Context: an optimization exercise on an open-source flow, tuned for small area, a short achievable clock period and few clock cycles. The choices shown serve that exercise and are no tape-out recipe.
The RTL was checked by simulation tests, not by an equivalence proof against the original design.
Power and IR drop assume default switching activity.

==> design.v <==
module iono_crc5 (
    input  wire [7:0] d2,
    input  wire [7:0] d1,
    input  wire [2:0] d0_top,
    output reg  [4:0] crc
);
    reg [23:0] v;
    reg [5:0]  r;
    integer    i;
    always @(*) begin
        v = {d2, d1, d0_top, 5'h07};
        r = {1'b0, v[23:19]};
        for (i = 18; i >= 0; i = i - 1) begin
            r = {r[4:0], v[i]};
            if (r[5]) r = r ^ 6'h35;
        end
        crc = r[4:0];
    end
endmodule
module iono_crc7 (
    input  wire [7:0] w1,
    input  wire [7:0] w0,
    output reg  [6:0] crc
);
    reg [23:0] v;
    reg [7:0]  t;
    reg [6:0]  acc;
    integer    i;
    always @(*) begin
        v   = {w1, w0, 8'h80};
        acc = 7'h7F;
        for (i = 23; i >= 0; i = i - 1) begin
            t = {acc, 1'b0};
            if (acc[6]) t = t ^ 8'hB7;
            t = t ^ {7'b0, v[i]};
            acc = t[6:0];
        end
        crc = acc;
    end
endmodule
module iono_xact (
    input  wire        clk,
    input  wire        rst,
    input  wire        req_valid,
    output wire        req_ready,
    input  wire [2:0]  req_op,
    input  wire        req_bank,
    input  wire [6:0]  req_cmd,
    input  wire [7:0]  req_reg,
    input  wire [7:0]  req_data,
    output wire        rsp_valid,
    output wire        rsp_ok,
    output reg  [7:0]  rsp_value,
    output wire        ex_valid,
    input  wire        ex_ready,
    output wire [1:0]  ex_cs,
    output wire [23:0] ex_tx,
    input  wire        ex_rvalid,
    input  wire [23:0] ex_rx,
    output wire [1:0]  in_err,
    output wire [1:0]  out_err,
    output wire [1:0]  clr_pending,
    output wire [7:0]  in_inputs0,
    output wire [7:0]  in_inputs1
);
    localparam [2:0] OP_IN_READ   = 3'd0;
    localparam [2:0] OP_IN_WRITE  = 3'd1;
    localparam [2:0] OP_OUT_READ  = 3'd2;
    localparam [2:0] OP_OUT_WRITE = 3'd3;
    localparam [2:0] OP_OUT_CFG   = 3'd4;
    localparam [2:0] OP_CLEAR     = 3'd5;
    localparam [7:0]  OUT_CMD_READ_REG = 8'h7F;
    localparam [23:0] OUT_RT_FRAME     = 24'h050F03;   
    localparam [1:0]  ATTEMPTS_LAST    = 2'd2;
    reg        busy;       
    reg        vreq;       
    reg        rt;         
    reg        kin;        
    reg        wr;         
    reg        cfg;        
    reg        ldv;        
    reg        bank;
    reg [1:0]  attempt;
    reg        p1ok;       
    reg [15:0] f;          
    reg [6:0]  c;          
    reg        pend;       
    reg        okr;        
    reg        eqr;        
    reg [7:0]  r0r;        
    reg        rspv_r, rsp_ok_r;
    reg [1:0]  in_err_r, out_err_r, clr_r;
    reg [7:0]  in0_r, in1_r;
    wire rb = cfg && !wr;                             
    wire last    = (attempt == ATTEMPTS_LAST);
    wire p_done  = pend && (okr ? !(wr && cfg) : last);    
    wire p_retry = pend && !okr && !last;
    wire p_read  = pend && okr && wr && cfg;                
    wire p_ok    = okr && !(rb && !eqr);
    assign rsp_valid = rspv_r || p_done;
    assign rsp_ok    = pend ? p_ok : rsp_ok_r;
    wire upd_in  = pend && kin;
    wire upd_out = pend && !kin;
    wire [1:0] bsel = {bank, !bank};
    assign in_err[0]      = (upd_in  && bsel[0]) ? !okr : in_err_r[0];
    assign in_err[1]      = (upd_in  && bsel[1]) ? !okr : in_err_r[1];
    assign out_err[0]     = (upd_out && bsel[0]) ? !p_ok : out_err_r[0];
    assign out_err[1]     = (upd_out && bsel[1]) ? !p_ok : out_err_r[1];
    assign clr_pending[0] = clr_r[0] && !(pend && wr && okr && f[15] && bsel[0]);
    assign clr_pending[1] = clr_r[1] && !(pend && wr && okr && f[15] && bsel[1]);
    assign in_inputs0     = (upd_in && okr && bsel[0]) ? r0r : in0_r;
    assign in_inputs1     = (upd_in && okr && bsel[1]) ? r0r : in1_r;
    wire [7:0] tx_w1 = rb ? OUT_CMD_READ_REG : f[15:8];
    assign ex_tx     = rt ? OUT_RT_FRAME : {tx_w1, f[7:0], 1'b0, c};
    assign ex_cs     = {!kin, bank};
    assign ex_valid  = vreq || p_retry || (ex_rvalid && rt);
    assign req_ready = !busy;
    wire       acc_req = !busy && req_valid;
    wire       op_in   = (req_op == OP_IN_READ) || (req_op == OP_IN_WRITE);
    reg  [7:0] nw1, nw0;
    always @(*) begin
        if (!acc_req) begin
            nw1 = OUT_CMD_READ_REG;            
            nw0 = rsp_value;
        end else begin
            case (req_op)
                OP_IN_READ:  begin nw1 = {1'b0, req_cmd}; nw0 = 8'h00; end
                OP_IN_WRITE: begin nw1 = {1'b1, req_cmd}; nw0 = req_data; end
                OP_OUT_READ: begin nw1 = OUT_CMD_READ_REG; nw0 = req_reg; end
                default:     begin nw1 = {clr_pending[req_bank], req_cmd}; nw0 = req_data; end
            endcase
        end
    end
    wire [4:0] n_c5;
    wire [6:0] n_c7;
    iono_crc5 u_tx5 (.d2(nw1), .d1(nw0), .d0_top(3'b000), .crc(n_c5));
    iono_crc7 u_tx7 (.w1(nw1), .w0(nw0), .crc(n_c7));
    wire [6:0] n_c = (acc_req && op_in) ? {2'b00, n_c5} : n_c7;
    wire [4:0] rx_c5;
    wire [6:0] rx_c7;
    iono_crc5 u_rx5 (.d2(ex_rx[23:16]), .d1(ex_rx[15:8]), .d0_top(ex_rx[7:5]), .crc(rx_c5));
    iono_crc7 u_rx7 (.w1(ex_rx[23:16]), .w0(ex_rx[15:8]), .crc(rx_c7));
    wire ok5 = (rx_c5 == ex_rx[4:0]);
    wire ok7 = (rx_c7 == ex_rx[6:0]);
    wire ex_acc   = ex_valid && ex_ready;
    wire echo     = busy && ex_rvalid;
    wire echo_p1  = echo && wr && rt;                 
    wire echo_fin = echo && !(wr && rt);              
    always @(posedge clk) begin
        if (rst) begin
            busy      <= 1'b0;
            vreq      <= 1'b0;
            rt        <= 1'b0;
            pend      <= 1'b0;
            rspv_r    <= 1'b0;
            in_err_r  <= 2'b00;
            out_err_r <= 2'b00;
            clr_r     <= 2'b00;
            in0_r     <= 8'd0;
            in1_r     <= 8'd0;
        end else begin
            rspv_r    <= 1'b0;
            rsp_ok_r  <= rsp_ok;
            in_err_r  <= in_err;
            out_err_r <= out_err;
            clr_r     <= clr_pending;
            in0_r     <= in_inputs0;
            in1_r     <= in_inputs1;
            pend <= echo_fin;
            if (ex_acc) begin
                vreq <= 1'b0;
                if (wr) rt <= !rt;
            end
            if (acc_req) begin
                bank    <= req_bank;
                attempt <= 2'd0;
                kin     <= op_in;
                wr      <= (req_op == OP_OUT_WRITE) || (req_op == OP_OUT_CFG);
                cfg     <= (req_op == OP_OUT_CFG);
                ldv     <= (req_op == OP_IN_READ) || (req_op == OP_OUT_READ);
                rsp_ok_r <= (req_op == OP_CLEAR);
                f       <= {nw1, nw0};
                c       <= n_c;
                case (req_op)
                    OP_OUT_WRITE: rsp_value <= req_data;
                    OP_OUT_CFG:   rsp_value <= req_reg;
                    default:      rsp_value <= 8'd0;
                endcase
                if (req_op == OP_CLEAR)
                    clr_r[req_bank] <= 1'b1;
                if (req_op >= OP_CLEAR) begin
                    rspv_r <= 1'b1;
                end else begin
                    busy <= 1'b1;
                    vreq <= 1'b1;
                end
            end
            if (echo_p1) begin
                p1ok <= ok7;
                if (!ex_ready) vreq <= 1'b1;
            end
            if (echo_fin) begin
                okr <= kin ? ok5 : (ok7 && (p1ok || !wr));
                eqr <= (ex_rx[15:8] == f[15:8]);
                r0r <= ex_rx[23:16];
                if (ldv || rb) rsp_value <= ex_rx[15:8];
            end
            if (p_done)
                busy <= 1'b0;
            if (p_retry) begin
                attempt <= attempt + 2'd1;
                if (!ex_ready) vreq <= 1'b1;
            end
            if (p_read) begin
                f       <= {f[7:0], nw0};
                c       <= n_c;
                wr      <= 1'b0;
                attempt <= 2'd0;
                vreq    <= 1'b1;
            end
        end
    end
endmodule
==> run.sh <==
#!/bin/bash
# synth_recipe.tcl (not shown) runs the flow's synth.tcl, then flattens the netlist and writes it again
# the make line also repeats each setting of config.mk as NAME=value (left out here)
make -C /OpenROAD-flow-scripts/flow DESIGN_CONFIG=/design/flow/config.mk WORK_HOME=/design/flow/orfs CLKGATE_MAP_FILE= SYNTH_SCRIPT=/design/flow/synth_recipe.tcl finish
==> config.mk <==
export PLATFORM = sky130hd
export DESIGN_NAME = iono_xact
export DESIGN_NICKNAME = iono_xact
export VERILOG_FILES = /design/flow/design.v
export SDC_FILE = /design/flow/constraint.sdc
export NUM_CORES = 4
export LEC_CHECK = 0
export CAP_MARGIN = 20
export CORE_MARGIN = 2
export CORE_UTILIZATION = 40
export SETUP_SLACK_MARGIN = 2.6
export SLEW_MARGIN = 20
==> constraint.sdc <==
create_clock -name core_clock -period 5.0 [get_ports {clk}]
set_input_delay 1.0000 -clock core_clock [delete_from_list [all_inputs] [get_ports {clk}]]
set_output_delay 1.0000 -clock core_clock [all_outputs]
set_load 0.01 [all_outputs]
==> results of run 1 <==
## worst paths after layout
check	from	endpoint	slack [ns]	cells after the start
setup / recovery	req_valid	c[4]	1.88	12
hold / removal	attempt[0]	attempt[0]	0.55	1
setup reg to reg	okr	c[4]	2.15	10
hold reg to reg	attempt[0]	attempt[0]	0.55	1
## logic make-up after synthesis
family                     share of synthesized area [%]
DFF                                                 37.6
adders and majority gates                          0.230
xor gates and xnor gates                            25.0
AOI/OAI and AO/OA                                   11.9
other                                             0.0690
and+or+nand+nor                                     16.2
muxes                                               4.86
buffers and inverters                               4.10
## metal layers
metal | GRT usage, % | vias to the layer above | share of wire (%)
met3 | 4.58 | 42 | 5.6
met4 | 9.01 | 0 | 2.8
met1 | 33.6 | 2522 | 42
li1 | - | 2379 | -
met2 | 42.1 | 228 | 50
met5 | 0 | - | 0
## sequential cells by signal (all words and copies together), names as in the netlist, 2 cells and up
register,count
r0r,8
in1_r,8
c,7
in_err_r,2
clr_r,2
f,16
in0_r,8
rsp_value,8
attempt,2
out_err_r,2
## where the power goes
group	switching (µW)	internal, µW	total [µW]
registers	29.3	763	792
clock network	291	344	636
logic	709	802	1510
## final cells by class
type / count / area share, %
Multi-Input combinational cell: 425 / 44.4
Timing Repair Buffer: 258 / 26.8
Sequential cell: 77 / 22.5
Clock buffer: 9 / 2.47
Tap cell: 176 / 2.41
Inverter: 14 / 0.699
Clock inverter: 7 / 0.658
Timing Repair inverter: 1 / 0.0823
## synthesized netlist by cell type (6+ instances only)
cell type / number / area (µm²)
sky130_fd_sc_hd__o21ai_0: 19 / 95.1
sky130_fd_sc_hd__nand3_1: 11 / 55.1
sky130_fd_sc_hd__dfxtp_1: 27 / 541
sky130_fd_sc_hd__nand2_1: 37 / 139
sky130_fd_sc_hd__nor2b_1: 11 / 68.8
sky130_fd_sc_hd__a31oi_1: 7 / 43.8
sky130_fd_sc_hd__nor2_1: 39 / 146
sky130_fd_sc_hd__xor2_1: 32 / 280
sky130_fd_sc_hd__clkbuf_1: 15 / 56.3
sky130_fd_sc_hd__nor3_1: 7 / 35.0
sky130_fd_sc_hd__mux2_2: 19 / 214
sky130_fd_sc_hd__or2_2: 9 / 56.3
sky130_fd_sc_hd__edfxtp_1: 50 / 1500
sky130_fd_sc_hd__a21oi_1: 16 / 80.1
sky130_fd_sc_hd__buf_2: 10 / 50.1
sky130_fd_sc_hd__o21ai_1: 6 / 30.0
sky130_fd_sc_hd__inv_1: 13 / 48.8
sky130_fd_sc_hd__and2_1: 23 / 144
sky130_fd_sc_hd__o22a_1: 6 / 52.6
sky130_fd_sc_hd__nand4_1: 7 / 43.8
sky130_fd_sc_hd__xnor2_1: 91 / 797
## worst max-delay path: stages
cell and delay, ns:
sky130_fd_sc_hd__buf_8 0.10, sky130_fd_sc_hd__nor2b_4 0.13, sky130_fd_sc_hd__buf_8 0.14, sky130_fd_sc_hd__buf_12 0.13, sky130_fd_sc_hd__buf_4 0.14, sky130_fd_sc_hd__o21ai_2 0.30, sky130_fd_sc_hd__xnor2_2 0.18, sky130_fd_sc_hd__xnor3_2 0.42
sky130_fd_sc_hd__xnor2_4 0.19, sky130_fd_sc_hd__xor2_2 0.20, sky130_fd_sc_hd__and2_4 0.17, sky130_fd_sc_hd__o31ai_2 0.06
## cells in the final DEF, fill, tap and decap left out, drive strengths merged, types with 3 or more instances in the layout
cell type / n
buf: 198
xnor2: 96
edfxtp: 50
nor2: 39
nand2: 37
xor2: 35
dfxtp: 27
clkdlybuf4s50: 26
o21ai: 26
and2: 23
mux2: 19
a21oi: 19
dlymetal6s2s: 17
clkbuf: 15
inv: 15
nor2b: 12
nand3: 12
or2: 11
a31oi: 8
nand4: 7
nor3: 7
o22a: 6
dlygate4sd2: 6
xnor3: 6
and3: 6
o211ai: 5
mux2i: 5
clkinv: 5
nor3b: 5
o31ai: 5
clkdlybuf4s15: 4
a221oi: 4
a221o: 3
o21a: 3
or3: 3
## per-stage QoR
| step | utilization (%) | cells | setup WS (ns) | cell area (µm²) | hold WS, ns |
|---|---|---|---|---|---|
| CTS | 63.1 | 927 | 1.89 | 8360 | 0.558 |
| floorplan | - | 546 | 1.65 | 5550 | 0.531 |
| finish | 68.9 | 967 | 1.88 | 9120 | 0.555 |
| global placement | 51.0 | 809 | 0.923 | 6750 | 0.522 |
| detailed placement | 51.0 | 809 | 0.794 | 6750 | 0.546 |
| global route | 68.9 | 967 | 1.85 | 9120 | 0.564 |
## timing repair
item / CTS / global route
endpoints found under the setup margin: 137 / 100
gates resized for setup: 430 / 118
buffers inserted: 98 / 39
gates cloned: 4 / 1
pin swaps: 76 / 54
==> out/metrics.cfg, run 1 <==
[run_status]
run_status = finished clean

[sta]
setup_viol = 0
report.final.hold_viol_count = 0
slew_viol_final = 0
fin_skew_ns = 0.0132
timing.final.crit_share_pct = 62.3
rsz0062_at_grt = true
timing.final.crit_period_ns = 3.12
timing.max_slew.rel_slack_pct = 52.5
max_freq_mhz = 321
total_negative_slack_for_setup_checks_ns = 0
worstMarginPinSlew_ns = 0.711

[yosys]
syn_area_um2 = 5430
yosys.cell_types.count = 68
synthesis.nets = 603
postSynth.topFlopCell = sky130_fd_sc_hd__edfxtp_1
async_reset_ff_share_pct = 0
yosysWarningCount = 3
syn-instance-count = 546
synth.yosys.seq_area_share_pct = 37.6
synth-seq-cells = 77
synth.avg_cell_area_um2 = 9.95
synth_edf_count = 50

[worst_setup_path]
critPathKind = in -> reg
cp.required_ns = 5.07
worst-endpoint-arrival_ns = 3.18
cp-end-kind = register
critPathMaxFanout = 7
startpoint_kind_of_the_worst_setup_timing_path = input pin

[detailed_routing]
routed-via-count = 5171
postRouteWirelength_um = 19100
drt_iter0_drc = 377
detail-route-antenna-nets = 0
detailedRoute.firstPassIterationCount = 7
drcViolationCount = 0
routed_via_density = 5.35
per_cell_routed_wire_length_um = 19.7

[grt]
grt_pass1_wl_um = 28400
grt.overflow.total = 0
track_usage_pct = 25.5
first_global_vias = 5179
grt_max_degree = 27
antenna_found_initial = 0

[power]
report.power.total_uw = 2940
leakagePower_uw = 0.00389
power_per_cell_area_nw_per_um2 = 322
vdd_drop_max_mv = 0.179

[floorplan]
rows = 42
coreArea_um2 = 13200
die_w_um = 121
io_pins = 116
initial_utilization_pct = 41.0
floorplan.die_area_um2 = 14500
dieHeight_um = 121

[job]
cap_viol_max_count = 0

[cts]
cts-buffers-inserted = 9
htree_num_levels = 3
cts_buffer_depth = 2
cts.sink_count = 77
clk_latency_ns = 0.35
cts.clk_slew.worst_paths_ns = 0.06
tritoncts_clock_tree = yes
holdBufCountCts = 0
cts-root-buf = sky130_fd_sc_hd__clkbuf_16

[layout]
layout.filler_cells = 952
drive_gt1_share_pct = 47.4
nets = 843
seqCellArea_um2 = 2050
diodes = 0
multi_input_area_um2 = 4050
layout_overhead_on_the_synthesized_area_pct = 68.0

[placement]
port_buffers = 114
gpl.final_weighted_congestion = 0.870
post-dp-hpwl_um = 11900

[worst_hold_path]
min_path_type = reg -> reg

Testbench counts, summed over its fixed seeds: cycles 10,194.
==> inputs of run 2 (changes only) <==
--- a/config.mk
+++ b/config.mk
@@ -8,5 +8,4 @@
 export CAP_MARGIN = 20
 export CORE_MARGIN = 2
 export CORE_UTILIZATION = 40
-export SETUP_SLACK_MARGIN = 2.6
 export SLEW_MARGIN = 20
==> run 2 against run 1 <==
Effect of this change: worst setup slack got worse by 0.80 ns; clock-buffer cell count grew 3; synthesized area did not move; synthesized cell count stayed put; clock skew decreased by 0.0052 ns; die area unchanged; critical path depth decreased by 2; core utilization shrank 16 points; sequential share of layout area increased by 6.7 points; via count is 17% lower; critical path type unchanged; largest cell class unchanged.
==> out/metrics.cfg, run 2 <==
[run_status]
run_status = finished clean  ; unchanged

[cts]
cts_resized = 0  ; was 430
tritoncts_clock_tree = yes  ; unchanged
htree_num_levels = 3  ; unchanged
cts-root-buf = sky130_fd_sc_hd__clkbuf_16  ; unchanged
holdBufCountCts = 0  ; unchanged
clk_latency_ns = 0.34  ; was 0.35 ns
cts.sink_count = 77  ; unchanged
cts_buffer_depth = 2  ; unchanged
cts.clk_slew.worst_paths_ns = 0.06  ; about the same
post-cts-setup-buffer-count = 0  ; was 98
cts-buffers-inserted = 9  ; unchanged

[power]
power_per_cell_area_nw_per_um2 = 369  ; was 322 nW/µm²
leakagePower_uw = 0.00255  ; was 0.00389 µW
vdd_drop_max_mv = 0.169  ; was 0.179 mV
report.power.total_uw = 2580  ; was 2940 µW

[sta]
worstMarginPinSlew_ns = 0.858  ; was 0.711 ns
slew_viol_final = 0  ; unchanged
hold_slack_ns = 0.531  ; was 0.555 ns
timing.max_slew.rel_slack_pct = 42.7  ; was 52.5%
setup_viol = 0  ; unchanged
timing.final.crit_share_pct = 78.4  ; was 62.3%
fin_skew_ns = 0.00805  ; was 0.0132 ns
rsz0062_at_grt = false  ; was true
max_freq_mhz = 255  ; was 321 MHz
timing.final.crit_period_ns = 3.92  ; was 3.12 ns
report.final.hold_viol_count = 0  ; unchanged
total_negative_slack_for_setup_checks_ns = 0  ; unchanged

[grt]
antenna_found_initial = 0  ; unchanged
track_usage_pct = 21.3  ; was 25.5%
grt_max_degree = 30  ; was 27
first_global_vias = 4381  ; was 5179
grt.overflow.total = 0  ; unchanged
grt_pass1_wl_um = 23700  ; was 28400 µm

[layout]
nets = 702  ; was 843
diodes = 0  ; unchanged
layout.cells.most_common = sky130_fd_sc_hd__clkdlybuf4s50_1  ; was sky130_fd_sc_hd__buf_4
final_design_area_no_fill_um2 = 7000  ; was 9120 µm²
commonest_cells_after_routing_fill_and_taps_aside = sky130_fd_sc_hd__clkdlybuf4s50_1 (114), sky130_fd_sc_hd__xnor2_1 (91), sky130_fd_sc_hd__edfxtp_1 (50), sky130_fd_sc_hd__nor2_1 (39), sky130_fd_sc_hd__nand2_1 (37)  ; was sky130_fd_sc_hd__buf_4 (87), sky130_fd_sc_hd__buf_6 (78), sky130_fd_sc_hd__xnor2_1 (58), sky130_fd_sc_hd__edfxtp_1 (50)
seqCellArea_um2 = 2040  ; was 2050 µm²
max_flop_register = f  ; unchanged
drive_gt1_share_pct = 11.5  ; was 47.4%
largest_register_ffs = 16  ; unchanged
layout_overhead_on_the_synthesized_area_pct = 28.9  ; was 68.0%
multi_input_area_um2 = 3170  ; was 4050 µm²
finish.cell_count_without_fillers = 826  ; was 967
layout.filler_cells = 1208  ; was 952

[yosys]
synth_area_leaders = sky130_fd_sc_hd__edfxtp_1 (28%), sky130_fd_sc_hd__xnor2_1 (15%), sky130_fd_sc_hd__dfxtp_1 (10%)  ; unchanged
synth-compound-area-share_pct = 11.9  ; unchanged
synthAdderAreaFrac_pct = 0.230  ; unchanged
yosysWarningCount = 3  ; unchanged
synth-simple-area-share_pct = 16.2  ; unchanged
synthesis.nets = 603  ; unchanged
synth.avg_cell_area_um2 = 9.95  ; unchanged
syn-instance-count = 546  ; unchanged
main_combinational_cell_family_by_area_after_synthesis = XOR/XNOR gates  ; unchanged
synth.yosys.seq_area_share_pct = 37.6  ; unchanged
synth_edf_count = 50  ; unchanged
post_synth_mux_area_share_pct = 4.86  ; unchanged
synthXorXnorAreaFrac_pct = 25.0  ; unchanged
async_reset_ff_share_pct = 0  ; unchanged
post_synth_top_area_share_pct = 27.6  ; unchanged
yosys.cell_types.count = 68  ; unchanged
synth_top_cells_by_count = sky130_fd_sc_hd__xnor2_1 (91), sky130_fd_sc_hd__edfxtp_1 (50), sky130_fd_sc_hd__nor2_1 (39), sky130_fd_sc_hd__nand2_1 (37), sky130_fd_sc_hd__xor2_1 (32)  ; unchanged
syn_area_um2 = 5430  ; unchanged
synth-seq-cells = 77  ; unchanged
yosys.cell_count.top_type = sky130_fd_sc_hd__xnor2_1  ; unchanged
library_cell_occupying_the_most_area_in_the_post_synthesis_netlist = sky130_fd_sc_hd__edfxtp_1  ; unchanged
postSynth.topFlopCell = sky130_fd_sc_hd__edfxtp_1  ; unchanged

[floorplan]
initial_utilization_pct = 41.0  ; unchanged
floorplan.die_area_um2 = 14500  ; unchanged
rows = 42  ; unchanged
coreArea_um2 = 13200  ; unchanged
io_pins = 116  ; unchanged
dieHeight_um = 121  ; unchanged
die_w_um = 121  ; unchanged

[worst_setup_path]
critPathKind = in -> reg  ; unchanged
cp_top_family = simple AND/OR/NAND/NOR gates  ; was XOR/XNOR gates
cp.buffers_inverters = 1  ; was 4
critical-path-max-stage-delay_ns = 0.65  ; was 0.42 ns
cp.required_ns = 5.06  ; was 5.07 ns
timing.critical_path.cells = clkdlybuf4s50_1 -> or2_1 -> nand3_2 -> and3_1 -> or3_1 -> xnor3_2 -> xnor2_4 -> xor2_2 -> and2_1 -> o31ai_2  ; was buf_8 -> nor2b_4 -> buf_8 -> buf_12 -> buf_4 -> o21ai_2 -> xnor2_2 -> xnor3_2 -> xnor2_4 -> xor2_2 -> and2_4 -> o31ai_2
cp-end-kind = register  ; unchanged
worst_path_max_delay_cell = sky130_fd_sc_hd__clkdlybuf4s50_1  ; was sky130_fd_sc_hd__xnor3_2
startpoint_kind_of_the_worst_setup_timing_path = input pin  ; unchanged
worst-endpoint-arrival_ns = 3.98  ; was 3.18 ns
critPathMaxFanout = 11  ; was 7

[detailed_routing]
postRouteWirelength_um = 14900  ; was 19100 µm
drt_iter0_drc = 327  ; was 377
detailedRoute.firstPassIterationCount = 5  ; was 7
routed_via_density = 5.22  ; was 5.35
drcViolationCount = 0  ; unchanged
detail-route-antenna-nets = 0  ; unchanged
per_cell_routed_wire_length_um = 18.0  ; was 19.7 µm
routed-via-count = 4312  ; was 5171

[placement]
post-dp-hpwl_um = 11900  ; about the same
gpl.final_weighted_congestion = 0.895  ; was 0.870
postPlaceCellArea_um2 = 6670  ; was 6750 µm²
port_buffers = 114  ; unchanged
post-place-cells = 810  ; was 809

[worst_hold_path]
min_path_type = reg -> reg  ; unchanged

[job]
cap_viol_max_count = 0  ; unchanged

run 2: area by class of cell:
| class | instances | area share [%] |
|---|---|---|
| multi-input cells | 423 | 45.3 |
| inverters | 14 | 0.750 |
| repair buffers | 120 | 16.9 |
| flip-flops and latches | 77 | 29.2 |
| well taps | 176 | 3.14 |
| clock inverters | 4 | 0.447 |
| clock buffers | 12 | 4.29 |
run 2: routing by layer:
| layer | global-route usage [%] | wire (µm) |
|---|---|---|
| met5 | 0 | 0 |
| met4 | 7.12 | 281 |
| met3 | 5.71 | 959 |
| met2 | 33.5 | 6770 |
| met1 | 28.6 | 6860 |
run 2: final timing paths:
check,start,end,slack (ns),depth (start not counted)
worst min register to register,busy,busy,0.53,2
worst max-delay path,req_op[2],c[4],1.08,10
worst min-delay path,busy,busy,0.53,2
worst max register to register,busy,c[4],1.98,10
run 2: cells by family (layout without fill, tap and decap cells):
group                    Yosys count  count (layout)
AND/OR/NAND/NOR                  169             169
XOR/XNOR                         137             137
AO/OA/AOI/OAI                     91              91
flip-flops                        77              77
buffers and inverters             46             150
multiplexers                      24              24
adder cells (fa/ha/maj)            1               1
other                              1               1
run 2: stage by stage:
stage / setup WS [ns] / utilization [%]
finish: 1.08 / 52.9
global route: 0.886 / 52.9
CTS: 1.12 / 52.9
detailed placement: 0.770 / 50.4
global placement: 0.863 / 50.4
floorplan: 1.58 / -
run 2: worst register-to-register path: stages (launching register included):
cell and delay (ns):
sky130_fd_sc_hd__dfxtp_1 0.34, sky130_fd_sc_hd__nor2b_1 0.14, sky130_fd_sc_hd__buf_4 0.30, sky130_fd_sc_hd__nand3_2 0.20, sky130_fd_sc_hd__and3_1 0.22, sky130_fd_sc_hd__or3_1 0.44
sky130_fd_sc_hd__xnor3_2 0.45, sky130_fd_sc_hd__xnor2_4 0.23, sky130_fd_sc_hd__xor2_2 0.19, sky130_fd_sc_hd__and2_1 0.17, sky130_fd_sc_hd__o31ai_2 0.06
run 2: report_power, final:
part / switching [µW] / internal [µW]
Sequential: 28.6 / 764
Clock: 266 / 430
Combinational: 544 / 550
Total: 838 / 1740
==> inputs of run 3 (changes only) <==
==> flow/run.sh (new file) <==
#!/bin/bash
# The standard layout, with the smallest buffer on every input and output port
# (the standard flow's buffer_ports otherwise picks a larger delay buffer).
set -euo pipefail
export BUFFER_PORTS_ARGS="-buffer_cell sky130_fd_sc_hd__buf_1"
bash standard.sh > standard.log 2>&1
==> standard.sh (new file) <==
#!/bin/bash
# synth_recipe.tcl (not shown) runs the flow's synth.tcl, then flattens the netlist and writes it again
# the make line also repeats each setting of config.mk as NAME=value (left out here)
make -C /OpenROAD-flow-scripts/flow DESIGN_CONFIG=/design/flow/config.mk WORK_HOME=/design/flow/orfs CLKGATE_MAP_FILE= SYNTH_SCRIPT=/design/flow/synth_recipe.tcl "${@:-finish}"
removed: run.sh
==> run 3 against run 2 <==
Effect of this change: clock power down 9.8%; synthesized area did not move; sequential cell count is the same; die area is the same; cell area is 11% lower; core utilization decreased by 5.7 points; maximum frequency increased by 4.9%; combinational power down 9%; power shrank 6.3%; worst hold slack improved by 0.014 ns; sequential power barely moved; critical endpoint is now c[1]; highest routed layer unchanged.
==> out/metrics.cfg, run 3 <==
[grt]
grt_max_degree = 30  ; unchanged
track_usage_pct = 20.6  ; was 21.3%
first_global_vias = 4231  ; was 4381
grt_pass1_wl_um = 22900  ; was 23700 µm
grt.overflow.total = 0  ; unchanged
antenna_found_initial = 0  ; unchanged

[cts]
cts-root-buf = sky130_fd_sc_hd__clkbuf_16  ; unchanged
cts.sink_count = 77  ; unchanged
holdBufCountCts = 0  ; unchanged
cts_buffer_depth = 2  ; unchanged
cts_resized = 0  ; unchanged
post-cts-setup-buffer-count = 0  ; unchanged
cts.clk_slew.worst_paths_ns = 0.06  ; about the same
clk_latency_ns = 0.34  ; about the same
cts-buffers-inserted = 9  ; unchanged
tritoncts_clock_tree = yes  ; unchanged
htree_num_levels = 3  ; unchanged

[sta]
rsz0062_at_grt = false  ; unchanged
max_freq_mhz = 268  ; was 255 MHz
worstMarginPinSlew_ns = 0.878  ; was 0.858 ns
timing.final.crit_period_ns = 3.73  ; was 3.92 ns
setup_viol = 0  ; unchanged
fin_skew_ns = 0.00647  ; was 0.00805 ns
slew_viol_final = 0  ; unchanged
report.final.hold_viol_count = 0  ; unchanged
total_negative_slack_for_setup_checks_ns = 0  ; unchanged
timing.final.crit_share_pct = 74.7  ; was 78.4%
timing.max_slew.rel_slack_pct = 41.4  ; was 42.7%

[worst_setup_path]
cp-end-kind = register  ; unchanged
critPathMaxFanout = 9  ; was 11
critPathKind = in -> reg  ; unchanged
critPathMostFrequentCell = sky130_fd_sc_hd__nand3_1
critical_path.reg2reg.startpoint = busy  ; unchanged
startpoint_kind_of_the_worst_setup_timing_path = input pin  ; unchanged
worst-r2r-setup-slack_ns = 1.72  ; was 1.98 ns
worst_path_max_delay_cell = sky130_fd_sc_hd__nor2b_1  ; was sky130_fd_sc_hd__clkdlybuf4s50_1
timing.reg2reg.worst_path_depth = 9  ; was 10
crit_path_start = req_valid  ; was req_op[2]
crit_end = c[1]  ; was c[4]
crit-reg2reg-capture = c[1]  ; was c[4]
timing.critical_path.cells = buf_1 -> nor2b_1 -> nand3_1 -> nand3_1 -> o221ai_2 -> xnor2_1 -> xnor3_2 -> xor2_2 -> xor2_1 -> o21ai_1  ; was clkdlybuf4s50_1 -> or2_1 -> nand3_2 -> and3_1 -> or3_1 -> xnor3_2 -> xnor2_4 -> xor2_2 -> and2_1 -> o31ai_2
worst-endpoint-arrival_ns = 3.80  ; was 3.98 ns
critical-path-max-stage-delay_ns = 0.67  ; was 0.65 ns
cp.required_ns = 5.07  ; was 5.06 ns

[layout]
layout.cells.most_common = sky130_fd_sc_hd__buf_1  ; was sky130_fd_sc_hd__clkdlybuf4s50_1
largest_register_ffs = 16  ; unchanged
layout.filler_cells = 1305  ; was 1208
diodes = 0  ; unchanged
max_flop_register = f  ; unchanged
drive_gt1_share_pct = 11.6  ; was 11.5%
commonest_cells_after_routing_fill_and_taps_aside = sky130_fd_sc_hd__buf_1 (114), sky130_fd_sc_hd__xnor2_1 (91), sky130_fd_sc_hd__edfxtp_1 (50), sky130_fd_sc_hd__nor2_1 (39), sky130_fd_sc_hd__nand2_1 (37)  ; was sky130_fd_sc_hd__clkdlybuf4s50_1 (114), sky130_fd_sc_hd__xnor2_1 (91), sky130_fd_sc_hd__edfxtp_1 (50), sky130_fd_sc_hd__nor2_1 (39), sky130_fd_sc_hd__nand2_1 (37)
layout_overhead_on_the_synthesized_area_pct = 15.0  ; was 28.9%
nets = 701  ; was 702

[floorplan]
die_w_um = 121  ; unchanged
coreArea_um2 = 13200  ; unchanged
io_pins = 116  ; unchanged
dieHeight_um = 121  ; unchanged
rows = 42  ; unchanged
floorplan.die_area_um2 = 14500  ; unchanged
initial_utilization_pct = 41.0  ; unchanged

[detailed_routing]
drcViolationCount = 0  ; unchanged
drt_iter0_drc = 249  ; was 327
postRouteWirelength_um = 14300  ; was 14900 µm
routed_via_density = 5.21  ; was 5.22
detailedRoute.firstPassIterationCount = 4  ; was 5
detail-route-antenna-nets = 0  ; unchanged
routed-via-count = 4297  ; was 4312
per_cell_routed_wire_length_um = 17.4  ; was 18.0 µm

[yosys]
postSynth.topFlopCell = sky130_fd_sc_hd__edfxtp_1  ; unchanged
yosysWarningCount = 3  ; unchanged
yosys.cell_count.top_type = sky130_fd_sc_hd__xnor2_1  ; unchanged
synthesis.nets = 603  ; unchanged
synth_edf_count = 50  ; unchanged
synth.yosys.seq_area_share_pct = 37.6  ; unchanged
synth_top_cells_by_count = sky130_fd_sc_hd__xnor2_1 (91), sky130_fd_sc_hd__edfxtp_1 (50), sky130_fd_sc_hd__nor2_1 (39), sky130_fd_sc_hd__nand2_1 (37), sky130_fd_sc_hd__xor2_1 (32)  ; unchanged
post_synth_top_area_share_pct = 27.6  ; unchanged
synth-seq-cells = 77  ; unchanged
library_cell_occupying_the_most_area_in_the_post_synthesis_netlist = sky130_fd_sc_hd__edfxtp_1  ; unchanged
yosys.cell_types.count = 68  ; unchanged
syn-instance-count = 546  ; unchanged
async_reset_ff_share_pct = 0  ; unchanged
synth.avg_cell_area_um2 = 9.95  ; unchanged
syn_area_um2 = 5430  ; unchanged
synth_area_leaders = sky130_fd_sc_hd__edfxtp_1 (28%), sky130_fd_sc_hd__xnor2_1 (15%), sky130_fd_sc_hd__dfxtp_1 (10%)  ; unchanged

[worst_hold_path]
worst_hold_startpoint = busy  ; unchanged
min_path_type = reg -> reg  ; unchanged

[power]
vdd_drop_max_mv = 0.185  ; was 0.169 mV
leakagePower_uw = 0.00223  ; was 0.00255 µW
power_per_cell_area_nw_per_um2 = 387  ; was 369 nW/µm²
report.power.total_uw = 2420  ; was 2580 µW

[run_status]
run_status = finished clean  ; unchanged

[placement]
gpl.final_weighted_congestion = 0.868  ; was 0.895
port_buffers = 114  ; unchanged
post-dp-hpwl_um = 11600  ; was 11900 µm

[job]
cap_viol_max_count = 0  ; unchanged

-- run 3: worst max-delay path: cells and delay by family --
family,cells,cell delay [ns]
AND/OR/NAND/NOR,3,1.27
XOR/XNOR,4,1.22
AO/OA/AOI/OAI,2,0.20
buffers and inverters,1,0.09
-- run 3: logic make-up after synthesis --
group | Yosys count | synth area share [%]
AND/OR/NAND/NOR | 169 | 16.2
adder cells (fa/ha/maj) | 1 | 0.230
buffers and inverters | 46 | 4.10
AO/OA/AOI/OAI | 91 | 11.9
other | 1 | 0.0690
XOR/XNOR | 137 | 25.0
flip-flops | 77 | 37.6
multiplexers | 24 | 4.86
-- run 3: worst min path at each step --
stage / endpoint / slack [ns] / cells after the start
after floorplan: attempt[0] / 0.53 / 1
after global placement: busy / 0.53 / 2
after detailed placement: busy / 0.52 / 2
after CTS: busy / 0.53 / 2
after global routing: busy / 0.59 / 2
final: busy / 0.54 / 2
-- run 3: report_power, final --
part | switching, µW | internal [µW] | total [µW]
clock network | 270 | 358 | 628
logic | 529 | 468 | 997
registers | 29.2 | 764 | 793
total | 828 | 1590 | 2420
-- run 3: layout make-up --
type	instances	area [µm²]	share of cell area [%]
Inverter	14	52.6	0.841
Clock inverter	6	52.6	0.841
Timing Repair Buffer	119	465	7.45
Clock buffer	10	239	3.83
Tap cell	176	220	3.52
Multi-Input combinational cell	423	3180	50.8
Sequential cell	77	2040	32.7
-- run 3: metal layers --
metal | track usage [%] | routed length (µm) | vias to the layer above
met5 | 0 | 0 | -
met4 | 5.23 | 225 | 0
met3 | 4.10 | 758 | 15
met2 | 32.7 | 6690 | 143
met1 | 28.8 | 6660 | 2053
li1 | - | - | 2086
-- run 3: stage by stage --
step	cells	area [µm²]	hold WS, ns	setup slack [ns]	util [%]
2_1_floorplan	546	5430	0.531	1.58	-
3_3_place_gp	809	5950	0.532	1.04	44.9
5_1_grt	825	6250	0.585	1.04	47.2
6_report	825	6250	0.544	1.27	47.2
4_1_cts	825	6250	0.531	1.31	47.2
3_5_place_dp	809	5960	0.522	0.957	45.0
==> inputs of run 4 (changes only) <==
--- a/config.mk
+++ b/config.mk
@@ -8,4 +8,5 @@
 export CAP_MARGIN = 20
 export CORE_MARGIN = 2
 export CORE_UTILIZATION = 40
+export SETUP_SLACK_MARGIN = 1.8
 export SLEW_MARGIN = 20
==> run 4 against run 3 <==
Effect of this change: worst hold slack gained 0.011 ns; first-iteration DRC count grew 6.4%; sequential power is essentially flat; critical endpoint is now c[4]; highest routed layer unchanged.
==> out/metrics.cfg, run 4 <==
[run_status]
run_status = finished clean  ; unchanged

[placement]
post-dp-hpwl_um = 11300  ; was 11600 µm
postPlaceCellArea_um2 = 5960  ; about the same
port_buffers = 114  ; unchanged
gpl.final_weighted_congestion = 0.905  ; was 0.868

[detailed_routing]
postRouteWirelength_um = 14900  ; was 14300 µm
per_cell_routed_wire_length_um = 17.7  ; was 17.4 µm
routed-via-count = 4498  ; was 4297
detail-route-antenna-nets = 0  ; unchanged
routed_via_density = 5.33  ; was 5.21
detailedRoute.firstPassIterationCount = 5  ; was 4
drt_iter0_drc = 265  ; was 249
drcViolationCount = 0  ; unchanged

[layout]
max_flop_register = f  ; unchanged
drive_gt1_share_pct = 18.7  ; was 11.6%
diodes = 0  ; unchanged
largest_register_ffs = 16  ; unchanged
layout.filler_cells = 1245  ; was 1305
layout_overhead_on_the_synthesized_area_pct = 22.1  ; was 15.0%
final_design_area_no_fill_um2 = 6630  ; was 6250 µm²
nets = 720  ; was 701
commonest_cells_after_routing_fill_and_taps_aside = sky130_fd_sc_hd__buf_1 (103), sky130_fd_sc_hd__xnor2_1 (86), sky130_fd_sc_hd__edfxtp_1 (50), sky130_fd_sc_hd__nor2_1 (38), sky130_fd_sc_hd__nand2_1 (37)  ; was sky130_fd_sc_hd__buf_1 (114), sky130_fd_sc_hd__xnor2_1 (91), sky130_fd_sc_hd__edfxtp_1 (50), sky130_fd_sc_hd__nor2_1 (39), sky130_fd_sc_hd__nand2_1 (37)
layout.cells.most_common = sky130_fd_sc_hd__buf_1  ; unchanged

[yosys]
synth_edf_count = 50  ; unchanged
library_cell_occupying_the_most_area_in_the_post_synthesis_netlist = sky130_fd_sc_hd__edfxtp_1  ; unchanged
synthesis.nets = 603  ; unchanged
syn-instance-count = 546  ; unchanged
synth-seq-cells = 77  ; unchanged
synth_area_leaders = sky130_fd_sc_hd__edfxtp_1 (28%), sky130_fd_sc_hd__xnor2_1 (15%), sky130_fd_sc_hd__dfxtp_1 (10%)  ; unchanged
post_synth_top_area_share_pct = 27.6  ; unchanged
yosys.cell_count.top_type = sky130_fd_sc_hd__xnor2_1  ; unchanged
synth_top_cells_by_count = sky130_fd_sc_hd__xnor2_1 (91), sky130_fd_sc_hd__edfxtp_1 (50), sky130_fd_sc_hd__nor2_1 (39), sky130_fd_sc_hd__nand2_1 (37), sky130_fd_sc_hd__xor2_1 (32)  ; unchanged
async_reset_ff_share_pct = 0  ; unchanged
yosys.cell_types.count = 68  ; unchanged
yosysWarningCount = 3  ; unchanged
postSynth.topFlopCell = sky130_fd_sc_hd__edfxtp_1  ; unchanged
synth.yosys.seq_area_share_pct = 37.6  ; unchanged
syn_area_um2 = 5430  ; unchanged
synth.avg_cell_area_um2 = 9.95  ; unchanged

[grt]
grt.overflow.total = 0  ; unchanged
antenna_found_initial = 0  ; unchanged
grt_max_degree = 30  ; unchanged
grt_pass1_wl_um = 22800  ; was 22900 µm
track_usage_pct = 20.5  ; was 20.6%
first_global_vias = 4308  ; was 4231

[floorplan]
io_pins = 116  ; unchanged
dieHeight_um = 121  ; unchanged
rows = 42  ; unchanged
floorplan.die_area_um2 = 14500  ; unchanged
die_w_um = 121  ; unchanged
coreArea_um2 = 13200  ; unchanged
initial_utilization_pct = 41.0  ; unchanged

[worst_setup_path]
path_depth = 9  ; was 10
cp.buffers_inverters = 1  ; unchanged
startpoint_kind_of_the_worst_setup_timing_path = input pin  ; unchanged
cp_top_family = simple AND/OR/NAND/NOR gates  ; unchanged
worst_path_max_delay_cell = sky130_fd_sc_hd__xnor3_2  ; was sky130_fd_sc_hd__nor2b_1
critPathKind = in -> reg  ; unchanged
worst-endpoint-arrival_ns = 3.20  ; was 3.80 ns
critical-path-max-stage-delay_ns = 0.45  ; was 0.67 ns
cp.required_ns = 5.06  ; was 5.07 ns
critPathMaxFanout = 12  ; was 9
cp-end-kind = register  ; unchanged
timing.critical_path.cells = buf_4 -> or3b_4 -> and4_1 -> or3_4 -> xnor3_2 -> xnor2_4 -> xor2_2 -> and2_1 -> o31ai_2  ; was buf_1 -> nor2b_1 -> nand3_1 -> nand3_1 -> o221ai_2 -> xnor2_1 -> xnor3_2 -> xor2_2 -> xor2_1 -> o21ai_1
timing.reg2reg.worst_path_depth = 9  ; unchanged

[worst_hold_path]
worst_hold_path.num_cells = 1  ; was 2
min_path_type = reg -> reg  ; unchanged

[sta]
timing.max_slew.rel_slack_pct = 39.1  ; was 41.4%
total_negative_slack_for_setup_checks_ns = 0  ; unchanged
timing.final.crit_share_pct = 62.8  ; was 74.7%
fin_skew_ns = 0.00876  ; was 0.00647 ns
setup_viol = 0  ; unchanged
worstMarginPinSlew_ns = 0.912  ; was 0.878 ns
max_freq_mhz = 319  ; was 268 MHz
rsz0062_at_grt = true  ; was false
timing.final.crit_period_ns = 3.14  ; was 3.73 ns
slew_viol_final = 0  ; unchanged
report.final.hold_viol_count = 0  ; unchanged

[job]
cap_viol_max_count = 0  ; unchanged

[cts]
tritoncts_clock_tree = yes  ; unchanged
cts_buffer_depth = 2  ; unchanged
cts-buffers-inserted = 9  ; unchanged
cts.clk_slew.worst_paths_ns = 0.06  ; about the same
holdBufCountCts = 0  ; unchanged
cts.sink_count = 77  ; unchanged
cts-root-buf = sky130_fd_sc_hd__clkbuf_16  ; unchanged
htree_num_levels = 3  ; unchanged
clk_latency_ns = 0.34  ; about the same

[power]
leakagePower_uw = 0.00242  ; was 0.00223 µW
power_per_cell_area_nw_per_um2 = 386  ; was 387 nW/µm²
vdd_drop_max_mv = 0.195  ; was 0.185 mV

[run 4: cell types whose count changed in the layout (fill, tap and decap cells not counted), moves of 3 or more]
cell,delta
sky130_fd_sc_hd__buf_4,+17
sky130_fd_sc_hd__buf_1,-11
sky130_fd_sc_hd__xnor2_1,-5
sky130_fd_sc_hd__buf_2,+4
sky130_fd_sc_hd__clkbuf_2,+4
sky130_fd_sc_hd__xor2_1,-4
sky130_fd_sc_hd__xnor2_4,+3
sky130_fd_sc_hd__xor2_2,+3
[run 4: final cells by class]
type | count | area (µm²) | area share (%)
clock buffer | 12 | 268 | 4.04
clock inverter | 4 | 37.5 | 0.566
inverter | 14 | 55.1 | 0.830
multi-input combinational | 423 | 3360 | 50.6
sequential | 77 | 2040 | 30.8
tap | 176 | 220 | 3.32
timing repair buffer | 138 | 652 | 9.83
[run 4: cell families (layout without fill, tap and decap cells)]
kind of cell    after synthesis  after routing  share of synthesized area [%]
flops                        77             77                           37.6
fa+ha+maj                     1              1                          0.230
compound gates               91             91                           11.9
buf+inv                      46            168                           4.10
xor+xnor                    137            137                           25.0
other cells                   1              1                         0.0690
simple gates                169            169                           16.2
mux                          24             24                           4.86
[run 4: final timing paths]
path / start / end / slack, ns
max: req_op[1] / c[4] / 1.86
min: attempt[0] / attempt[0] / 0.56
max reg2reg: okr / c[4] / 2.01
min reg2reg: attempt[0] / attempt[0] / 0.56
[run 4: power by group]
part / internal [µW] / total, µW / switching [µW]
Clock: 387 / 655 / 267
Combinational: 534 / 1110 / 578
Sequential: 764 / 794 / 29.5
[run 4: metrics by stage]
stage	worst slack [ns]	util (%)	total power [µW]	instances	hold WS [ns]
detailed placement	1.08	45.0	1810	809	0.523
global placement	1.21	45.0	1790	808	0.517
finish	1.86	50.1	2560	844	0.556
CTS	1.81	47.8	2490	826	0.558
global route	1.77	50.1	2700	844	0.588
floorplan	1.65	-	1610	546	0.531
[run 4: layer usage]
metal | vias to the layer above | GRT usage [%] | part of all wire (%)
met2 | 182 | 31.9 | 45
met3 | 32 | 5.19 | 7.2
met1 | 2156 | 27.5 | 45
li1 | 2128 | - | -
met5 | - | 0 | 0
met4 | 0 | 7.49 | 2.6
[run 4: what timing repair did]
item,CTS,global route
gates resized for setup,16,41
cloned,1,0
pin swaps,3,18
setup buffers,0,18
endpoints found under the setup margin,7,8
==> inputs of run 5 (changes only) <==
--- a/config.mk
+++ b/config.mk
@@ -8,5 +8,5 @@
 export CAP_MARGIN = 20
 export CORE_MARGIN = 2
 export CORE_UTILIZATION = 40
-export SETUP_SLACK_MARGIN = 1.8
+export SETUP_SLACK_MARGIN = 2.2
 export SLEW_MARGIN = 20
==> run 5 against run 4 <==
Effect of this change: still clean on timing, DRC and antenna; power up 8.0%; worst setup slack worse by 0.034 ns; clock-buffer cell count down 2; highest routed layer unchanged; synthesized cell count unchanged; clock power up 0.9%.
==> out/metrics.cfg, run 5 <==
[worst_setup_path]
critPathKind = in -> reg  ; unchanged
critPathMaxFanout = 6  ; was 12
worst-endpoint-arrival_ns = 3.24  ; was 3.20 ns
cp-end-kind = register  ; unchanged
startpoint_kind_of_the_worst_setup_timing_path = input pin  ; unchanged
cp.required_ns = 5.07  ; was 5.06 ns
worst-r2r-setup-slack_ns = 2.08  ; was 2.01 ns
worst_path_max_delay_cell = sky130_fd_sc_hd__or4b_4  ; was sky130_fd_sc_hd__xnor3_2
timing.critical_path.cells = buf_12 -> buf_8 -> or4b_4 -> o21ai_2 -> a21oi_2 -> o21ai_2 -> xnor2_2 -> xnor3_2 -> xor2_4 -> xor2_1 -> nor2_1  ; was buf_4 -> or3b_4 -> and4_1 -> or3_4 -> xnor3_2 -> xnor2_4 -> xor2_2 -> and2_1 -> o31ai_2
critPathMostFrequentCell = sky130_fd_sc_hd__o21ai_2
critical-path-max-stage-delay_ns = 0.55  ; was 0.45 ns

[yosys]
synth_top_cells_by_count = sky130_fd_sc_hd__xnor2_1 (91), sky130_fd_sc_hd__edfxtp_1 (50), sky130_fd_sc_hd__nor2_1 (39), sky130_fd_sc_hd__nand2_1 (37), sky130_fd_sc_hd__xor2_1 (32)  ; unchanged
yosysWarningCount = 3  ; unchanged
synth.yosys.seq_area_share_pct = 37.6  ; unchanged
yosys.cell_types.count = 68  ; unchanged
main_combinational_cell_family_by_area_after_synthesis = XOR/XNOR gates  ; unchanged
synth-seq-cells = 77  ; unchanged
postSynth.topFlopCell = sky130_fd_sc_hd__edfxtp_1  ; unchanged
async_reset_ff_share_pct = 0  ; unchanged
synth_edf_count = 50  ; unchanged
synthesis.nets = 603  ; unchanged
synth_area_leaders = sky130_fd_sc_hd__edfxtp_1 (28%), sky130_fd_sc_hd__xnor2_1 (15%), sky130_fd_sc_hd__dfxtp_1 (10%)  ; unchanged
synth-compound-area-share_pct = 11.9  ; unchanged
synthXorXnorAreaFrac_pct = 25.0  ; unchanged
library_cell_occupying_the_most_area_in_the_post_synthesis_netlist = sky130_fd_sc_hd__edfxtp_1  ; unchanged
post_synth_mux_area_share_pct = 4.86  ; unchanged
yosys.cell_count.top_type = sky130_fd_sc_hd__xnor2_1  ; unchanged
synth-simple-area-share_pct = 16.2  ; unchanged
synthAdderAreaFrac_pct = 0.230  ; unchanged
post_synth_top_area_share_pct = 27.6  ; unchanged
synth.avg_cell_area_um2 = 9.95  ; unchanged
syn_area_um2 = 5430  ; unchanged
syn-instance-count = 546  ; unchanged

[grt]
grt_max_degree = 30  ; unchanged
first_global_vias = 4716  ; was 4308
grt.overflow.total = 0  ; unchanged
antenna_found_initial = 0  ; unchanged
track_usage_pct = 22.1  ; was 20.5%
grt_pass1_wl_um = 24600  ; was 22800 µm

[placement]
gpl.final_weighted_congestion = 0.887  ; was 0.905
port_buffers = 114  ; unchanged
post-dp-hpwl_um = 11500  ; was 11300 µm
post-place-cells = 808  ; was 809

[power]
power_per_cell_area_nw_per_um2 = 376  ; was 386 nW/µm²
leakagePower_uw = 0.00284  ; was 0.00242 µW
vdd_drop_max_mv = 0.199  ; was 0.195 mV

[layout]
layout.cells.most_common = sky130_fd_sc_hd__buf_1  ; unchanged
layout_overhead_on_the_synthesized_area_pct = 35.5  ; was 22.1%
diodes = 0  ; unchanged
share_of_the_core_filled_with_cells_pct = 55.6  ; was 50.1%
nets = 760  ; was 720
largest_register_ffs = 16  ; unchanged
commonest_cells_after_routing_fill_and_taps_aside = sky130_fd_sc_hd__buf_1 (90), sky130_fd_sc_hd__xnor2_1 (62), sky130_fd_sc_hd__buf_4 (56), sky130_fd_sc_hd__edfxtp_1 (50), sky130_fd_sc_hd__nor2_1 (38)  ; was sky130_fd_sc_hd__buf_1 (103), sky130_fd_sc_hd__xnor2_1 (86), sky130_fd_sc_hd__edfxtp_1 (50), sky130_fd_sc_hd__nor2_1 (38), sky130_fd_sc_hd__nand2_1 (37)
finish.cell_count_without_fillers = 884  ; was 844
drive_gt1_share_pct = 30.9  ; was 18.7%
max_flop_register = f  ; unchanged

[cts]
cts.sink_count = 77  ; unchanged
cts.clk_slew.worst_paths_ns = 0.06  ; about the same
htree_num_levels = 3  ; unchanged
holdBufCountCts = 0  ; unchanged
clk_latency_ns = 0.35  ; was 0.34 ns
cts_buffer_depth = 2  ; unchanged
tritoncts_clock_tree = yes  ; unchanged
cts-buffers-inserted = 9  ; unchanged
cts-root-buf = sky130_fd_sc_hd__clkbuf_16  ; unchanged

[sta]
max_freq_mhz = 315  ; was 319 MHz
worstMarginPinSlew_ns = 0.866  ; was 0.912 ns
timing.final.crit_share_pct = 63.5  ; was 62.8%
slew_viol_final = 0  ; unchanged
fin_skew_ns = 0.0102  ; was 0.00876 ns
timing.final.crit_period_ns = 3.17  ; was 3.14 ns
total_negative_slack_for_setup_checks_ns = 0  ; unchanged
report.final.hold_viol_count = 0  ; unchanged
setup_viol = 0  ; unchanged
timing.max_slew.rel_slack_pct = 42.2  ; was 39.1%
hold_slack_ns = 0.567  ; was 0.556 ns
rsz0062_at_grt = true  ; unchanged

[detailed_routing]
drcViolationCount = 0  ; unchanged
detailedRoute.firstPassIterationCount = 5  ; unchanged
detail-route-antenna-nets = 0  ; unchanged
postRouteWirelength_um = 16300  ; was 14900 µm
per_cell_routed_wire_length_um = 18.4  ; was 17.7 µm
routed_via_density = 5.39  ; was 5.33
routed-via-count = 4762  ; was 4498
drt_iter0_drc = 431  ; was 265

[floorplan]
io_pins = 116  ; unchanged
coreArea_um2 = 13200  ; unchanged
rows = 42  ; unchanged
die_w_um = 121  ; unchanged
dieHeight_um = 121  ; unchanged
floorplan.die_area_um2 = 14500  ; unchanged
initial_utilization_pct = 41.0  ; unchanged

[worst_hold_path]
min_path_type = reg -> reg  ; unchanged

[job]
cap_viol_max_count = 0  ; unchanged

[run_status]
run_status = finished clean  ; unchanged

==> run 5: per-layer routing <==
metal  wire, µm  vias to the layer above  part of all wire, %  track usage [%]
met1       6680                     2277                   41             28.5
met2       7770                      239                   48             35.7
met5          0                        -                    0                0
li1           -                     2207                    -                -
met3       1340                       39                  8.2             5.47
met4        463                        0                  2.8             8.58
==> run 5: layout make-up <==
class                      count  area [µm²]
clock buffer                  10         250
fill                        1159        5880
tap                          176         220
timing repair buffer         177        1050
inverter                      14        55.1
sequential                    77        2040
multi-input combinational    424        3690
clock inverter                 6        50.0
==> run 5: path summary, 6_finish.rpt <==
path | from | to | cells after the start
setup / recovery | req_op[0] | c[5] | 11
hold / removal | attempt[0] | attempt[0] | 1
setup reg to reg | wr | c[1] | 9
hold reg to reg | attempt[0] | attempt[0] | 1
==> run 5: what timing repair did <==
action | 4_1_cts | 5_1_grt
gates resized for setup | 85 | 48
pin swaps | 37 | 36
endpoints found under the hold margin | 0 | 0
setup buffers | 35 | 24
gates cloned | 1 | 0
endpoints found under the setup margin | 25 | 29
==> run 5: cells by family after synthesis <==
logic type                 count (synthesis)
adders and majority gates                  1
DFF                                       77
muxes                                     24
buffers and inverters                     46
other                                      1
xor gates and xnor gates                 137
and+or+nand+nor                          169
AOI/OAI and AO/OA                         91
==> run 5: where the power goes <==
part           switching (µW)  internal, µW
Combinational             649           660
Clock                     287           375
Sequential               31.2           764
Total                     967          1800
==> run 5: metrics by stage <==
stage | area (µm²) | setup WS [ns] | total power, µW
2_1_floorplan | 5540 | 1.65 | 1620
3_3_place_gp | 6020 | 1.03 | 1810
3_5_place_dp | 6020 | 0.932 | 1830
4_1_cts | 6940 | 1.93 | 2640
5_1_grt | 7360 | 1.77 | 2900
6_report | 7360 | 1.83 | 2760
==> run 5: worst max-delay path: cells and delay by family <==
family                 cells  cell delay [ns]
XOR/XNOR                   4             1.05
AND/OR/NAND/NOR            2             0.60
AO/OA/AOI/OAI              3             0.37
buffers and inverters      2             0.23
==> inputs of run 6 (changes only) <==
==> flow/run.sh (replaced) <==
#!/bin/bash
# The standard layout, with the smallest buffer on every input and output port
# (the standard flow's buffer_ports otherwise picks a larger delay buffer), and
# without the slow 3-input XOR cells.
set -euo pipefail
export BUFFER_PORTS_ARGS="-buffer_cell sky130_fd_sc_hd__buf_1"
export DONT_USE_CELLS="sky130_fd_sc_hd__xor3_1 sky130_fd_sc_hd__xor3_2 sky130_fd_sc_hd__xor3_4 sky130_fd_sc_hd__xnor3_1 sky130_fd_sc_hd__xnor3_2 sky130_fd_sc_hd__xnor3_4"
bash standard.sh > standard.log 2>&1
==> run 6 against run 5 <==
Effect of this change: still clean; register-to-register slack is essentially flat; routed wire length is the same; combinational power is essentially flat; die area is the same; worst setup slack is the same; non-clock buffer count is the same; sequential share of layout area is the same; synthesized area is the same; maximum frequency is the same; clock power is essentially flat; first-iteration DRC count is the same; worst hold slack is the same; critical path type unchanged; critical endpoint unchanged.
==> out/metrics.cfg, run 6 <==
[run_status]
run_status = finished clean  ; unchanged

[worst_setup_path]
critical_path.reg2reg.startpoint = wr  ; unchanged
crit-reg2reg-capture = c[1]  ; unchanged
startpoint_kind_of_the_worst_setup_timing_path = input pin  ; unchanged
cp.required_ns = 5.07  ; about the same
worst-endpoint-arrival_ns = 3.24  ; about the same
timing.reg2reg.worst_path_depth = 9  ; unchanged
cp-end-kind = register  ; unchanged
critPathKind = in -> reg  ; unchanged
critPathMaxFanout = 6  ; unchanged
worst-r2r-setup-slack_ns = 2.08  ; about the same

[yosys]
async_reset_ff_share_pct = 0  ; unchanged
yosys.cell_count.top_type = sky130_fd_sc_hd__xnor2_1  ; unchanged
synthAdderAreaFrac_pct = 0.230  ; unchanged
synthXorXnorAreaFrac_pct = 25.0  ; unchanged
library_cell_occupying_the_most_area_in_the_post_synthesis_netlist = sky130_fd_sc_hd__edfxtp_1  ; unchanged
yosys.cell_types.count = 68  ; unchanged
synth.yosys.seq_area_share_pct = 37.6  ; unchanged
post_synth_mux_area_share_pct = 4.86  ; unchanged
synth_area_leaders = sky130_fd_sc_hd__edfxtp_1 (28%), sky130_fd_sc_hd__xnor2_1 (15%), sky130_fd_sc_hd__dfxtp_1 (10%)  ; unchanged
syn-instance-count = 546  ; unchanged
post_synth_top_area_share_pct = 27.6  ; unchanged
synth-simple-area-share_pct = 16.2  ; unchanged
main_combinational_cell_family_by_area_after_synthesis = XOR/XNOR gates  ; unchanged
synth-seq-cells = 77  ; unchanged
synth_top_cells_by_count = sky130_fd_sc_hd__xnor2_1 (91), sky130_fd_sc_hd__edfxtp_1 (50), sky130_fd_sc_hd__nor2_1 (39), sky130_fd_sc_hd__nand2_1 (37), sky130_fd_sc_hd__xor2_1 (32)  ; unchanged
yosysWarningCount = 3  ; unchanged
synth_edf_count = 50  ; unchanged
synthesis.nets = 603  ; unchanged
postSynth.topFlopCell = sky130_fd_sc_hd__edfxtp_1  ; unchanged
synth.avg_cell_area_um2 = 9.95  ; unchanged
syn_area_um2 = 5430  ; unchanged
synth-compound-area-share_pct = 11.9  ; unchanged

[floorplan]
rows = 42  ; unchanged
dieHeight_um = 121  ; unchanged
coreArea_um2 = 13200  ; unchanged
initial_utilization_pct = 41.0  ; unchanged
floorplan.die_area_um2 = 14500  ; unchanged
die_w_um = 121  ; unchanged
io_pins = 116  ; unchanged

[grt]
track_usage_pct = 22.1  ; unchanged
antenna_found_initial = 0  ; unchanged
grt.overflow.total = 0  ; unchanged
grt_max_degree = 30  ; unchanged
grt_pass1_wl_um = 24600  ; unchanged
first_global_vias = 4716  ; unchanged

[sta]
timing.max_slew.rel_slack_pct = 42.2  ; unchanged
worstMarginPinSlew_ns = 0.866  ; unchanged
layout_setup_ws_ns = 1.83  ; unchanged
max_freq_mhz = 315  ; unchanged
slew_viol_final = 0  ; unchanged
total_negative_slack_for_setup_checks_ns = 0  ; unchanged
rsz0062_at_grt = true  ; unchanged
setup_viol = 0  ; unchanged
fin_skew_ns = 0.0102  ; unchanged
report.final.hold_viol_count = 0  ; unchanged
timing.final.crit_period_ns = 3.17  ; unchanged
timing.final.crit_share_pct = 63.5  ; unchanged

[placement]
gpl.final_weighted_congestion = 0.887  ; unchanged
post-place-cells = 808  ; unchanged
setup_slack_at_placement_ns = 0.932  ; unchanged
port_buffers = 114  ; unchanged
post-dp-hpwl_um = 11500  ; unchanged

[layout]
max_flop_register = f  ; unchanged
diodes = 0  ; unchanged
drive_gt1_share_pct = 30.9  ; unchanged
multi_input_area_um2 = 3690  ; unchanged
layout_overhead_on_the_synthesized_area_pct = 35.5  ; unchanged
finish.cell_count_without_fillers = 884  ; unchanged
largest_register_ffs = 16  ; unchanged
nets = 760  ; unchanged
commonest_cells_after_routing_fill_and_taps_aside = sky130_fd_sc_hd__buf_1 (90), sky130_fd_sc_hd__xnor2_1 (62), sky130_fd_sc_hd__buf_4 (56), sky130_fd_sc_hd__edfxtp_1 (50), sky130_fd_sc_hd__nor2_1 (38)  ; unchanged
seqCellArea_um2 = 2040  ; unchanged
layout.filler_cells = 1159  ; unchanged
layout.cells.most_common = sky130_fd_sc_hd__buf_1  ; unchanged

[cts]
htree_num_levels = 3  ; unchanged
tritoncts_clock_tree = yes  ; unchanged
cts.sink_count = 77  ; unchanged
cts-root-buf = sky130_fd_sc_hd__clkbuf_16  ; unchanged
clk_latency_ns = 0.35  ; about the same
cts.clk_slew.worst_paths_ns = 0.06  ; about the same
cts-buffers-inserted = 9  ; unchanged
cts_buffer_depth = 2  ; unchanged
holdBufCountCts = 0  ; unchanged

[worst_hold_path]
worst_hold_path.num_cells = 1  ; unchanged
min_path_type = reg -> reg  ; unchanged
min_delay_worst_endpoint = attempt[0]  ; unchanged
worst_hold_startpoint = attempt[0]  ; unchanged

[detailed_routing]
routed_via_density = 5.39  ; unchanged
drcViolationCount = 0  ; unchanged
detailedRoute.firstPassIterationCount = 5  ; unchanged
postRouteWirelength_um = 16300  ; unchanged
drt_iter0_drc = 431  ; unchanged
detail-route-antenna-nets = 0  ; unchanged
per_cell_routed_wire_length_um = 18.4  ; unchanged
routed-via-count = 4762  ; unchanged

[job]
cap_viol_max_count = 0  ; unchanged

[power]
vdd_drop_max_mv = 0.199  ; unchanged
leakagePower_uw = 0.00284  ; unchanged
power_per_cell_area_nw_per_um2 = 376  ; unchanged

run 6: through the flow:
stage / utilization [%] / power [µW] / hold WS (ns) / cell area [µm²]
6_report: 55.6 / 2760 / 0.567 / 7360
5_1_grt: 55.6 / 2900 / 0.588 / 7360
4_1_cts: 52.4 / 2640 / 0.568 / 6940
3_5_place_dp: 45.5 / 1830 / 0.549 / 6020
3_3_place_gp: 45.5 / 1810 / 0.518 / 6020
2_1_floorplan: - / 1620 / 0.531 / 5540
run 6: kinds of logic (layout without fill, tap and decap cells):
family / after synthesis / in the layout
simple gates: 169 / 170
xor+xnor: 137 / 137
buf+inv: 46 / 207
compound gates: 91 / 91
other cells: 1 / 1
mux: 24 / 24
flops: 77 / 77
fa+ha+maj: 1 / 1
run 6: layout make-up:
cell class	instances	share of cell area (%)
multi-input cells	424	50.2
flip-flops and latches	77	27.8
repair buffers	177	14.3
clock buffers	10	3.40
well taps	176	2.99
inverters	14	0.748
clock inverters	6	0.680
run 6: how the worst max path moves through the flow:
stage | to | slack, ns | start | cells past startpoint
global route | c[1] | 1.77 | req_op[0] | 11
floorplan | c[1] | 1.65 | req_op[0] | 12
detailed placement | c[1] | 0.93 | req_valid | 10
global placement | c[1] | 1.03 | req_valid | 10
finish | c[5] | 1.83 | req_op[0] | 11
CTS | c[1] | 1.93 | req_op[2] | 9
run 6: critical path, cell delays in order:
cell	delay (ns)
sky130_fd_sc_hd__buf_12	0.11
sky130_fd_sc_hd__buf_8	0.12
sky130_fd_sc_hd__or4b_4	0.55
sky130_fd_sc_hd__o21ai_2	0.10
sky130_fd_sc_hd__a21oi_2	0.08
sky130_fd_sc_hd__o21ai_2	0.19
sky130_fd_sc_hd__xnor2_2	0.14
sky130_fd_sc_hd__xnor3_2	0.52
sky130_fd_sc_hd__xor2_4	0.21
sky130_fd_sc_hd__xor2_1	0.18
sky130_fd_sc_hd__nor2_1	0.05
run 6: what timing repair did:
action,CTS,global route
setup buffers,35,24
pin swaps,37,36
gates resized for setup,85,48
gates cloned,1,0
setup endpoints to repair,25,29
run 6: power breakdown:
| part | total [µW] | internal, µW | switching, µW | leakage [µW] |
|---|---|---|---|---|
| Sequential | 795 | 764 | 31.2 | 0.000684 |
| Clock | 661 | 375 | 287 | 0.000149 |
| Combinational | 1310 | 660 | 649 | 0.00201 |
run 6: routing by layer:
metal	up-vias	GRT usage, %	routed length, µm
met5	-	0	0
met4	0	8.58	463
met3	39	5.47	1340
met2	239	35.7	7770
met1	2277	28.5	6680
li1	2207	-	-

## what the ideal ports hide
The results above use ideal ports. As a check the final layouts listed here were re-extracted and re-timed, cells and wires unchanged.
Step 1 (the two cells are an assumption about what drives the block):
set clk [get_ports {clk}]
set_driving_cell -lib_cell sky130_fd_sc_hd__clkbuf_16 $clk
set_driving_cell -lib_cell sky130_fd_sc_hd__buf_2 [delete_from_list [all_inputs] $clk]
Step 2 times the ports against the registers' clock, not the clock port: input delays grow and output delays shrink by t, the midpoint of the rising clock arrivals with the driver on.
a / b / c = no drivers / after step 1 / after step 2; a / b = the first two.
run	shift t [ns]	setup slack, ns	worst setup path after step 2	slew at the worst register clock pin (ns)	worst data-port slew with drivers (ns)
run 1	0.381	1.883 / 1.855 / 1.475	input to register	0.07 / 0.07	0.12
run 2	0.380	1.082 / 1.100 / 0.720	input to register	0.06 / 0.06	0.04
run 3	0.374	1.267 / 1.272 / 0.897	input to register	0.06 / 0.06	0.04
run 4	0.377	1.860 / 1.863 / 1.486	input to register	0.06 / 0.06	0.05
run 5	0.381	1.827 / 1.818 / 1.438	input to register	0.07 / 0.07	0.06
run 6	0.381	1.827 / 1.818 / 1.438	input to register	0.07 / 0.07	0.06
After both steps every run listed still meets setup and hold. For run 1, which loses most, drivers alone change the setup slack by -0.028 ns; drivers and shift together by -0.408 ns.
